This is an optimization exercise on Yosys and OpenROAD, whose aim is small area, a short achievable clock period and few clock cycles per item, not a production implementation. At most, simulation tests tie the RTL to the original design; equivalence was not proved. Power and IR drop assume default switching activity.

## frame_cipher
module frame_cipher (
    input  wire        clk,
    input  wire        rst,           
    input  wire        in_valid,
    output wire        in_ready,
    input  wire [63:0] in_raw,
    input  wire [3:0]  in_len,
    output reg         out_valid,
    output wire [1:0]  out_status,    
    output reg         out_bypass,
    output reg         out_marker_ok,
    output wire        out_sum_ok,
    output wire        out_accept,
    output reg  [63:0] out_d,
    output wire [7:0]  out_opcode,
    output wire [15:0] out_value,
    output wire [1:0]  out_kind
);
    localparam [63:0] KEY    = 64'hC4C6C092_4023DC96;    
    localparam [63:0] SUBC   = 64'h844756D6_07939356;    
    localparam [7:0]  MARKER = 8'h0D;
    function [2:0] perm;
        input [2:0] j;
        case (j)
            3'd0: perm = 3'd2;
            3'd1: perm = 3'd4;
            3'd2: perm = 3'd0;
            3'd3: perm = 3'd7;
            3'd4: perm = 3'd1;
            3'd5: perm = 3'd6;
            3'd6: perm = 3'd5;
            default: perm = 3'd3;
        endcase
    endfunction
    function [7:0] lane;
        input [63:0] w;
        input [2:0]  i;
        lane = w[63 - 8*i -: 8];
    endfunction
    reg [63:0] t1;
    integer j;
    always @(*) begin
        for (j = 0; j < 8; j = j + 1)
            t1[63 - 8*j -: 8] = lane(in_raw, perm(j[2:0])) ^ lane(KEY, j[2:0]);
    end
    wire [63:0] t2 = {t1[2:0], t1[63:3]};
    reg [63:0] t3;
    integer i;
    always @(*) begin
        for (i = 0; i < 8; i = i + 1)
            t3[63 - 8*i -: 8] = lane(t2, i[2:0]) - lane(SUBC, i[2:0]);
    end
    wire        bypass = (lane(in_raw, 3'd4) == MARKER);
    wire [63:0] d      = bypass ? in_raw : t3;
    wire marker_ok = bypass | (lane(t2, 3'd4) == 8'h14);
    function [7:0] sum_bits;
        input [7:0] a, b, c, d, k;
        reg   [7:0] s1, c1, x, y, m, cin;
        integer n;
        begin
            s1 = a ^ b ^ c;
  ...
Size in the first run: about 450 cells after synthesis, roughly 170 I/O pins, about 4200 sq um of cells after synthesis.
export LEC_CHECK = 0
export CAP_MARGIN = 20
export CORE_MARGIN = 2
export CORE_UTILIZATION = 40
export SETUP_SLACK_MARGIN = 3.4
export SLEW_MARGIN = 20
create_clock -name core_clock -period 6.0 [get_ports {clk}]
standard.sh (not shown) runs the stock make flow with config.mk's settings and CLKGATE_MAP_FILE= SYNTH_SCRIPT=/design/flow/synth_recipe.tcl, a recipe that flattens the netlist after the stock synthesis.
==> flow/flow/run.sh <==
#!/bin/bash
# The standard layout, with the port buffers made from a small buffer cell
# instead of the delay buffer buffer_ports picks by default.
set -euo pipefail
bash standard.sh 'BUFFER_PORTS_ARGS=-buffer_cell sky130_fd_sc_hd__buf_1' finish > standard_flow.log 2>&1
Then changed:
==> flow/flow/run.sh (replaced) <==
#!/bin/bash
# The standard layout, with the port buffers made from a small buffer cell
# instead of the delay buffer buffer_ports picks by default, and a clock tree
# of larger sink clusters without dummy loads.
set -euo pipefail
bash standard.sh 'BUFFER_PORTS_ARGS=-buffer_cell sky130_fd_sc_hd__buf_1' \
  'CTS_ARGS=-sink_clustering_enable -repair_clock_nets -dont_use_dummy_load -sink_clustering_size 30' \
  finish > standard_flow.log 2>&1
What happened:
- cell area went down by 1.1%
- area after synthesis stays the same
- clock-buffer cell count goes down by 1
- core utilization drops by 0.55 points
- final cell count is lower by about 0.8%
- routed wire length increases by 0.39%
- global-route usage hardly moves
- first-iteration DRC count is lower by about 5%
- power drops by about 7%
- worst setup slack gets worse by 0.0035 ns
No run of this note included a check of the RTL's function; only the layout flow was run.


Setup of job 3964:
frame_cipher, a different RTL version from the one above (not shown whole).
Size in the first run: roughly 550 cells after synthesis, ~72 flip-flops, about 170 I/O pins, ~4600 um^2 of cells after synthesis.
==> flow/config.mk <==
export PLATFORM = sky130hd
export DESIGN_NAME = frame_cipher
export DESIGN_NICKNAME = frame_cipher
export VERILOG_FILES = /design/flow/design.v
export SDC_FILE = /design/flow/constraint.sdc
export NUM_CORES = 4
export LEC_CHECK = 0
export CAP_MARGIN = 20
export CORE_MARGIN = 2
export CORE_UTILIZATION = 40
export SETUP_SLACK_MARGIN = 3.5
export SLEW_MARGIN = 20
export SYNTH_HIERARCHICAL = 1
export SYNTH_MINIMUM_KEEP_SIZE = 0
==> flow/constraint.sdc <==
create_clock -name core_clock -period 6.0 [get_ports {clk}]
set_input_delay 1.2000 -clock core_clock [delete_from_list [all_inputs] [get_ports {clk}]]
set_output_delay 1.2000 -clock core_clock [all_outputs]
set_load 0.01 [all_outputs]
==> flow/flow/run.sh <==
#!/bin/bash
# The standard layout, with the port buffers made from a small buffer cell
# instead of the delay buffer buffer_ports picks by default, and a clock tree
# of larger sink clusters without dummy loads.
set -euo pipefail
bash standard.sh 'BUFFER_PORTS_ARGS=-buffer_cell sky130_fd_sc_hd__buf_1' \
  'CTS_ARGS=-sink_clustering_enable -repair_clock_nets -dont_use_dummy_load -sink_clustering_size 30 -buf_list sky130_fd_sc_hd__clkbuf_4' \
  finish > standard_flow.log 2>&1
Testbench counts of job 3964, summed over its fixed seeds: cycles 12,008, items 12,000.
### job 3964 -> job 6965
# job 3964
export LEC_CHECK = 0
export CAP_MARGIN = 20
export CORE_MARGIN = 2
export CORE_UTILIZATION = 40
export SETUP_SLACK_MARGIN = 3.5
export SLEW_MARGIN = 20
export SYNTH_HIERARCHICAL = 1
export SYNTH_MINIMUM_KEEP_SIZE = 0
create_clock -name core_clock -period 6.0 [get_ports {clk}]
# job 6965
export LEC_CHECK = 0
export CAP_MARGIN = 20
export CORE_MARGIN = 2
export CORE_UTILIZATION = 40
export SETUP_SLACK_MARGIN = 3.2
export SLEW_MARGIN = 20
export SYNTH_HIERARCHICAL = 1
export SYNTH_MINIMUM_KEEP_SIZE = 0
create_clock -name core_clock -period 6.0 [get_ports {clk}]
Delta (job 6965 minus job 3964): maximum frequency from static timing analysis went down; critical path depth up 5; total area of sequential cells ~0 delta; synthesis-to-finish area growth saw a decrease; measured slew at the worst slew-check pin picked up an extra 0.10 ns.
Job 3964 has higher total design power than job 6965.
In job 6965 the share of post-route cells with drive strength above 1 turned out 4.1 points lower than in job 3964.
Job 6965 against job 3964: combinational fraction of design power decreased by 0.5 points relative to the old numbers, number of max-cap violations about even, worst hold slack -0.010 ns.
Job 6965 ends up with lower met2 track demand over resource than job 3964 does.
Relative to job 6965, the following input files were edited for job 1675:
# job 6965
export LEC_CHECK = 0
export CAP_MARGIN = 20
export CORE_MARGIN = 2
export CORE_UTILIZATION = 40
export SETUP_SLACK_MARGIN = 3.2
export SLEW_MARGIN = 20
export SYNTH_HIERARCHICAL = 1
export SYNTH_MINIMUM_KEEP_SIZE = 0
create_clock -name core_clock -period 6.0 [get_ports {clk}]
# job 1675
export LEC_CHECK = 0
export CAP_MARGIN = 20
export CORE_MARGIN = 2
export CORE_UTILIZATION = 40
export SETUP_SLACK_MARGIN = 3.5
export SLEW_MARGIN = 20
export SYNTH_HIERARCHICAL = 1
export SYNTH_MINIMUM_KEEP_SIZE = 0
create_clock -name core_clock -period 6.0 [get_ports {clk}]
==> flow/flow/run.sh <==
#!/bin/bash
# The standard layout, with the port buffers made from a small buffer cell
# instead of the delay buffer buffer_ports picks by default, and a clock tree
# of larger sink clusters without dummy loads.
set -euo pipefail
bash standard.sh 'BUFFER_PORTS_ARGS=-buffer_cell sky130_fd_sc_hd__buf_1' \
  'CTS_ARGS=-sink_clustering_enable -repair_clock_nets -dont_use_dummy_load -sink_clustering_size 30' \
  finish > standard_flow.log 2>&1
[summary]
In summary, job 1675 completed successfully, with a layout that passed the timing, DRC and antenna checks. The higher total length of routed wires of job 1675 and job 6965 is in job 1675. Global-route usage was higher in the run labelled job 1675. Job 1675 vs job 6965 — reported net switching power climbed by a little under 10%. Against job 6965 as the reference, job 1675 delivers a higher setup slack. Changes observed in job 1675 relative to job 6965: power consumed by sequential cells shows no meaningful change; worst path arrival time now sits lower; post-detailed-route via-to-cell ratio saw an increase; area occupied by registers has remained practically unchanged. Side by side, internal portion of total power turned out higher in job 1675 than in job 6965. Part of the power in the clock network was lower in job 6965 than in job 1675.

==> afterwards: timing with drivers on the ports <==
Ports are ideal in the flow. The routed layouts listed here were re-timed in OpenROAD.
Step 1, drivers: a clkbuf_16 drives clk and a buf_2 each remaining input, both assumed.
Step 2 moves the port delays by t, midway between the first and last clock arrival at a register: inputs arrive t later, outputs are due t later. That takes back most of the time a late clock gives input paths.
Three values: ideal ports, drivers, drivers and shift; two values: the first two.
run	t (ns)	setup slack, ns	worst data-port slew with drivers (ns)
the first run of note 1	0.376	3.011 / 2.999 / 2.623	0.07
the second run of note 1	0.366	3.008 / 2.993 / 2.627	0.07
job 3964	0.436	3.488 / 3.459 / 3.104	0.05
job 6965	0.450	3.372 / 3.369 / 2.919	0.06
job 1675	0.368	3.509 / 3.508 / 3.140	0.05
After both steps setup and hold are still met in every run listed. The setup slack of job 6965, which loses most, moves by -0.003 ns with the drivers and by -0.453 ns with both steps.
